This is an optimization exercise on Yosys and OpenROAD, whose aim is small area, not a production implementation.
RTL that was checked went through simulation tests only; none was proved equivalent to the original.
Power is estimated from default activity; no workload was simulated.

==> v39: inputs <==
// kbd_scan_react
module kbd_scan_react (
    input  wire        clk,
    input  wire        rst,
    input  wire        cmd_valid,
    input  wire [7:0]  cmd,
    output wire        cmd_ready,
    output wire [7:0]  row_n,
    input  wire [7:0]  col_n,
    input  wire [31:0] rnd_data,
    output wire        rnd_take,
    output wire [17:0] ev,
    output wire        led_valid,
    output wire [23:0] led_data,
    output wire        draw_valid,
    output wire [1:0]  draw_sprite,
    output wire [2:0]  fault
);
    localparam [3:0] S_IDLE = 4'd0,  S_INIT = 4'd1,  S_SCAN = 4'd2,  S_DB   = 4'd3,
                     S_EP   = 4'd4,  S_LKM  = 4'd5,  S_KS   = 4'd6,  S_LT   = 4'd7,
                     S_LU   = 4'd8,  S_L0   = 4'd9,  S_L1   = 4'd10, S_LF   = 4'd11,
                     S_LM   = 4'd12, S_DT   = 4'd13;
    reg [3:0]  st;
    reg        run;       
    reg        h;         
    reg        t;         
    reg [5:0]  p;         
    reg        q_hi;      
    reg [2:0]  q_lo;
    reg [1:0]  mode;
    reg        c_hi;      
  ...
Settings: LEC_CHECK=0, CAP_MARGIN=20, CORE_MARGIN=2, CORE_UTILIZATION=40, PLACE_DENSITY=0.6, SLEW_MARGIN=20; clock period 14.0 ns.
standard.sh (not shown) runs the stock make flow with config.mk's settings and CLKGATE_MAP_FILE= SYNTH_SCRIPT=/design/flow/synth_recipe.tcl, a recipe that flattens the netlist after the stock synthesis.
==> flow/flow/run.sh <==
#!/bin/bash
# Layout flow: the standard synthesis, then an area-oriented re-mapping of
# its combinational logic (flip-flops untouched, equivalence proven with Yosys;
# the standard netlist is used if anything fails), then the standard layout
# steps with these changes: port buffers use buf_1, and clock tree synthesis
# uses clkbuf_8 with smaller sink clusters and no dummy loads.
set -euo pipefail
HERE=$(pwd)
R=$HERE/orfs/results/$FLOW_PLATFORM/kbd_scan_react/base
LIB=$FLOW_HOME/platforms/$FLOW_PLATFORM/lib/sky130_fd_sc_hd__tt_025C_1v80.lib
YOSYS=$FLOW_HOME/../tools/install/yosys/bin/yosys
[ -x "$YOSYS" ] || YOSYS=yosys
export CTS_ARGS="-sink_clustering_enable -repair_clock_nets -dont_use_dummy_load -buf_list sky130_fd_sc_hd__clkbuf_8 -sink_clustering_size 22 -sink_clustering_max_diameter 45"
export BUFFER_PORTS_ARGS="-buffer_cell sky130_fd_sc_hd__buf_1"

bash standard.sh synth > standard_synth.log 2>&1
cp "$R/1_2_yosys.v" "$HERE/std_1_2_yosys.v"

DU=$(sed -n '/^export DONT_USE_CELLS/,/^#/p' "$FLOW_HOME/platforms/$FLOW_PLATFORM/config.mk" \
     | grep -o 'sky130_fd_sc_hd__[a-z0-9_]*' | sed 's/^/-dont_use /' | tr '\n' ' ')
sed -e "s#@LIB@#$LIB#g" -e "s#@IN@#$HERE/std_1_2_yosys.v#" -e "s#@OUT@#$HERE/resynth.v#" \
    -e "s#@ABC@#$HERE/flow/area.abc#" -e "s#@TOP@#$FLOW_TOP#g" -e "s#@DONTUSE@#$DU#" \
    -e "s#@STAT@#$HERE/resynth_stat.txt#" flow/resynth.ys > resynth.ys
sed -e "s#@LIB@#$LIB#g" -e "s#@GOLD@#$HERE/std_1_2_yosys.v#" -e "s#@GATE@#$HERE/resynth.v#" \
    -e "s#@TOP@#$FLOW_TOP#g" flow/equiv.ys > equiv.ys
sed -e "s#@LIB@#$LIB#g" -e "s#@GATE@#$HERE/resynth.v#" -e "s#@TOP@#$FLOW_TOP#g" flow/check.ys > check.ys
if "$YOSYS" -q -l resynth.log resynth.ys > /dev/null 2>&1 && \
   "$YOSYS" -q -l check.log check.ys > /dev/null 2>&1 && \
   "$YOSYS" -q -l equiv.log equiv.ys > /dev/null 2>&1; then
  cp "$HERE/resynth.v" "$R/1_2_yosys.v"
  rm -f "$R/1_synth.odb" "$R/1_synth.sdc"
  echo "using the re-mapped netlist" > netlist_choice.txt
else
  echo "re-mapping failed; using the standard netlist" > netlist_choice.txt
fi

bash standard.sh > standard.log 2>&1
==> flow/flow/area.abc <==
strash
dch -f
amap
strash
dch -f
amap
topo
Other scripts of this flow, unchanged in this note and not shown: flow/flow/check.ys, flow/flow/equiv.ys, flow/flow/resynth.ys
==> v7: changes against v39 <==
--- a/flow/design.v
+++ b/flow/design.v
@@ -27,46 +27,46 @@
     reg        q_hi;      
     reg [2:0]  q_lo;
     reg [1:0]  mode;
     reg        c_hi;      
     reg [2:0]  c_lo;
     reg        seeded;
+    reg        scanned;   
     reg        fresh;     
     reg        ftype;     
     reg        lz;
     reg [1:0]  sprite;
     reg        dz;
     reg        dv;
     reg        ev_v, ev_k;
     reg [2:0]  ev_r, ev_c;
     reg [1:0]  flt;       
-    reg [63:0]  r_s, r_b, r_c0, r_c1, r_c2, r_c3;
+    reg [63:0]  r_b, r_c0, r_c1, r_c2, r_c3;
     reg [155:0] lr;
     reg [31:0]  dr;
     reg [7:0]   lc;
     wire halted  = |flt;
     wire p_last  = (p == 6'd63);
     wire p_half  = (p[4:0] == 5'd31);
     wire q_last  = q_hi && (q_lo == 3'd5);
     wire accept  = cmd_valid && (st == S_IDLE) && p_last;
-    wire       hs = r_s[0];
     wire       hb = r_b[0];
     wire [3:0] hc = {r_c3[0], r_c2[0], r_c1[0], r_c0[0]};
     wire       evk = (hc == 4'd15);
     wire       sel_rot = (p[3] == h);
-    wire       smp = ~col_n[p[2:0]];
-    reg        ns, nb;
+    wire       hs = scanned & ~col_n[p[2:0]];    
+    wire       db_on = h && (p[3] == t);         
+    reg        nb;
     reg [3:0]  nc;
     reg        pop_now;
     always @* begin
-        ns = hs; nb = hb; nc = hc;
+        nb = hb; nc = hc;
         pop_now = 1'b0;
         case (st)
-        S_INIT: begin ns = 1'b0; nb = 1'b0; nc = 4'd0; end
-        S_SCAN: if (sel_rot) ns = smp;
-        S_DB:   if (h) begin
+        S_INIT: begin nb = 1'b0; nc = 4'd0; end
+        S_DB:   if (db_on) begin
                     if (hs == hb) nc = 4'd0;
                     else if (hc == 4'd14) begin nb = hs; nc = 4'd15; end
                     else nc = hc + 4'd1;
                 end
         S_EP:   if (sel_rot && evk && !ev_v) begin nc = 4'd0; pop_now = 1'b1; end
         default: ;
@@ -178,19 +178,18 @@
     assign ev          = {ev_v, ev_k, 5'd0, ev_r, 5'd0, ev_c};
     assign fault       = {flt, 1'b0};
     assign draw_valid  = dv;
     assign draw_sprite = sprite;
     assign led_valid   = (st == S_LF) && run;
     assign led_data    = {cg, cr, cb};
-    wire   row_on      = (st == S_SCAN) && sel_rot;
-    wire [2:0] row_idx = {h, p[5:4]};
+    wire   row_on      = (st == S_SCAN) ? sel_rot : (st == S_DB) && db_on;
+    wire [2:0] row_idx = {(st == S_SCAN) ? h : t, p[5:4]};
     assign row_n       = ~({7'd0, row_on} << row_idx);
     wire       cn_wrap = (c_lo == 3'd5);
     wire [1:0] sp_tog  = (sprite == 2'd1) ? 2'd2 : 2'd1;
     always @(posedge clk) begin
-        r_s  <= {ns,    r_s[63:1]};
         r_b  <= {nb,    r_b[63:1]};
         r_c0 <= {nc[0], r_c0[63:1]};
         r_c1 <= {nc[1], r_c1[63:1]};
         r_c2 <= {nc[2], r_c2[63:1]};
         r_c3 <= {nc[3], r_c3[63:1]};
         lr   <= {lin, lr[155:13]};
@@ -212,13 +211,13 @@
     endtask
     always @(posedge clk) begin
         if (rst) begin
             st <= S_INIT; run <= 1'b0; h <= 1'b0; t <= 1'b0;
             p <= 6'd0; q_hi <= 1'b0; q_lo <= 3'd0;
             mode <= 2'd0; c_hi <= 1'b0; c_lo <= 3'd0; lz <= 1'b1;
-            seeded <= 1'b0; fresh <= 1'b1; ftype <= 1'b0;
+            seeded <= 1'b0; scanned <= 1'b0; fresh <= 1'b1; ftype <= 1'b0;
             sprite <= 2'd0; dz <= 1'b1; dv <= 1'b0;
             ev_v <= 1'b0; ev_k <= 1'b0; ev_r <= 3'd0; ev_c <= 3'd0; flt <= 2'd0;
         end else begin
             p  <= p + 6'd1;
             q_lo <= (q_lo == 3'd5) ? 3'd0 : q_lo + 3'd1;
             if (q_lo == 3'd5) q_hi <= !q_hi;
@@ -227,13 +226,13 @@
             S_INIT: if (p_last) st <= S_IDLE;
             S_IDLE: if (accept && !halted) begin
                 run <= 1'b0;
                 h   <= 1'b0;
                 t   <= 1'b0;
                 case (cmd)
-                8'h10: st <= S_SCAN;
+                8'h10: begin scanned <= 1'b1; st <= S_SCAN; end
                 8'h20: st <= S_DB;
                 8'h21: begin ev_v <= 1'b0; st <= S_EP; end
                 8'h30: begin h <= 1'b1; t <= 1'b1; st <= S_LT; end
                 8'h31: led_key;
                 8'h32: st <= S_LF;
                 8'h34, 8'h35, 8'h36, 8'h37: begin
@@ -248,17 +247,20 @@
             end
             S_SCAN: if (p_last) begin
                 h <= 1'b1;
                 if (h) st <= S_IDLE;
             end
             S_DB: begin
-                if (evk) t <= 1'b1;
+                if (!h && evk) t <= 1'b1;
                 if (p_last) begin
                     h <= 1'b1;
-                    if (h) st <= S_IDLE;
-                    else if (t || evk) begin flt[1] <= 1'b1; st <= S_IDLE; end
+                    if (!h) begin
+                        if (t || evk) begin flt[1] <= 1'b1; st <= S_IDLE; end
+                        else t <= 1'b0;
+                    end else if (!t) t <= 1'b1;
+                    else st <= S_IDLE;
                 end
             end
             S_EP: begin
                 if (!ev_v) begin
                     if (p_last && h && !pop_now) begin
                         ev_k <= 1'b0; ev_r <= 3'd0; ev_c <= 3'd0;
--- a/flow/flow/run.sh
+++ b/flow/flow/run.sh
@@ -7,13 +7,13 @@
 set -euo pipefail
 HERE=$(pwd)
 R=$HERE/orfs/results/$FLOW_PLATFORM/kbd_scan_react/base
 LIB=$FLOW_HOME/platforms/$FLOW_PLATFORM/lib/sky130_fd_sc_hd__tt_025C_1v80.lib
 YOSYS=$FLOW_HOME/../tools/install/yosys/bin/yosys
 [ -x "$YOSYS" ] || YOSYS=yosys
-export CTS_ARGS="-sink_clustering_enable -repair_clock_nets -dont_use_dummy_load -buf_list sky130_fd_sc_hd__clkbuf_8 -sink_clustering_size 22 -sink_clustering_max_diameter 45"
+export CTS_ARGS="-sink_clustering_enable -repair_clock_nets -dont_use_dummy_load -buf_list sky130_fd_sc_hd__clkbuf_8 -sink_clustering_size 20 -sink_clustering_max_diameter 50"
 export BUFFER_PORTS_ARGS="-buffer_cell sky130_fd_sc_hd__buf_1"
 
 bash standard.sh synth > standard_synth.log 2>&1
 cp "$R/1_2_yosys.v" "$HERE/std_1_2_yosys.v"
 
 DU=$(sed -n '/^export DONT_USE_CELLS/,/^#/p' "$FLOW_HOME/platforms/$FLOW_PLATFORM/config.mk" \
==> flow/flow/area.abc (replaced) <==
strash
&get -n
&deepsyn -J 1000 -T 900
&put
dch -f
amap
strash
dch -f
amap
topo
CORE_UTILIZATION = 60   (was 40)
PLACE_DENSITY = 0.75   (was 0.6)
==> results.txt <==
item                                                             v39          v7
Number of global-route vias before repair                       9733        8262
Post-layout util                                               0.444       0.654
Post-synthesis area per instance                           11.5 um^2   11.8 um^2
Met2 Usage GRT                                                 0.213       0.312
CP bufs+invs                                                       4           6
M3 GR Usage                                                   0.0360      0.0361
Transition time at the pin with the least slew margin       0.993 ns    0.936 ns
Total die area                                            43100 um^2  25600 um^2
Total number of multi-input combinational cells                  700         555
Layout-stage area growth over the synthesis result             9.43%       8.00%
Final critical delay including setup and external delays     9.03 ns     8.59 ns
Post-detailed-placement cell area                         17500 um^2  15200 um^2
Cell area after technology mapping                        16600 um^2  14600 um^2
Clock buffer instance count of the final layout                   45          38
Proportion of cell area occupied by registers                  0.686       0.708
Number of sinks driven by the clock tree                         621         558
Skew-Pair Late Insertion Delay                               0.61 ns     0.56 ns
Non-Clock Inverter Count                                         105         111
Initial drt markers                                              747         595
Result of the run                           timing/DRC/antenna clean  timing/DRC/antenna clean
Power Internal                                               2.86 mW     1.85 mW
Met1 demand-to-capacity share in global routing                0.209       0.291
Worst hold endpoint                                          lr[134]     r_b[20]
Area fraction of clock buffers and clock inverters            0.0342      0.0332
Pwr Total                                                    3.98 mW     2.31 mW
No functional check of the RTL was part of v39.

[re-timing with driven ports]
The flow's constraints put no driver on any port. The routed layouts listed below were extracted and timed again, unchanged, in two steps.
Step 1, drivers: a clkbuf_16 drives clk and a buf_2 each remaining input, both assumed.
Step 2 adds t to the input delays and takes it off the output delays; t is the mean of the earliest and latest rising clock arrival at the registers after step 1. Input paths then give back, and output paths get back, about the clock's delay inside the block.
Three values: ideal ports, drivers, drivers and shift; two values: the first two.
run | shift t [ns] | setup slack, ns | worst hold slack (ns) | worst setup path after step 2 | pins driven straight from the clock port
v39 | 0.641 | 4.972 / 4.922 / 5.563 | 0.274 / 0.274 / 0.274 | register to output | 1
v7 | 0.570 | 5.415 / 5.371 / 5.941 | 0.265 / 0.265 / 0.265 | register to output | 1
After both steps setup and hold are still met in every run listed.
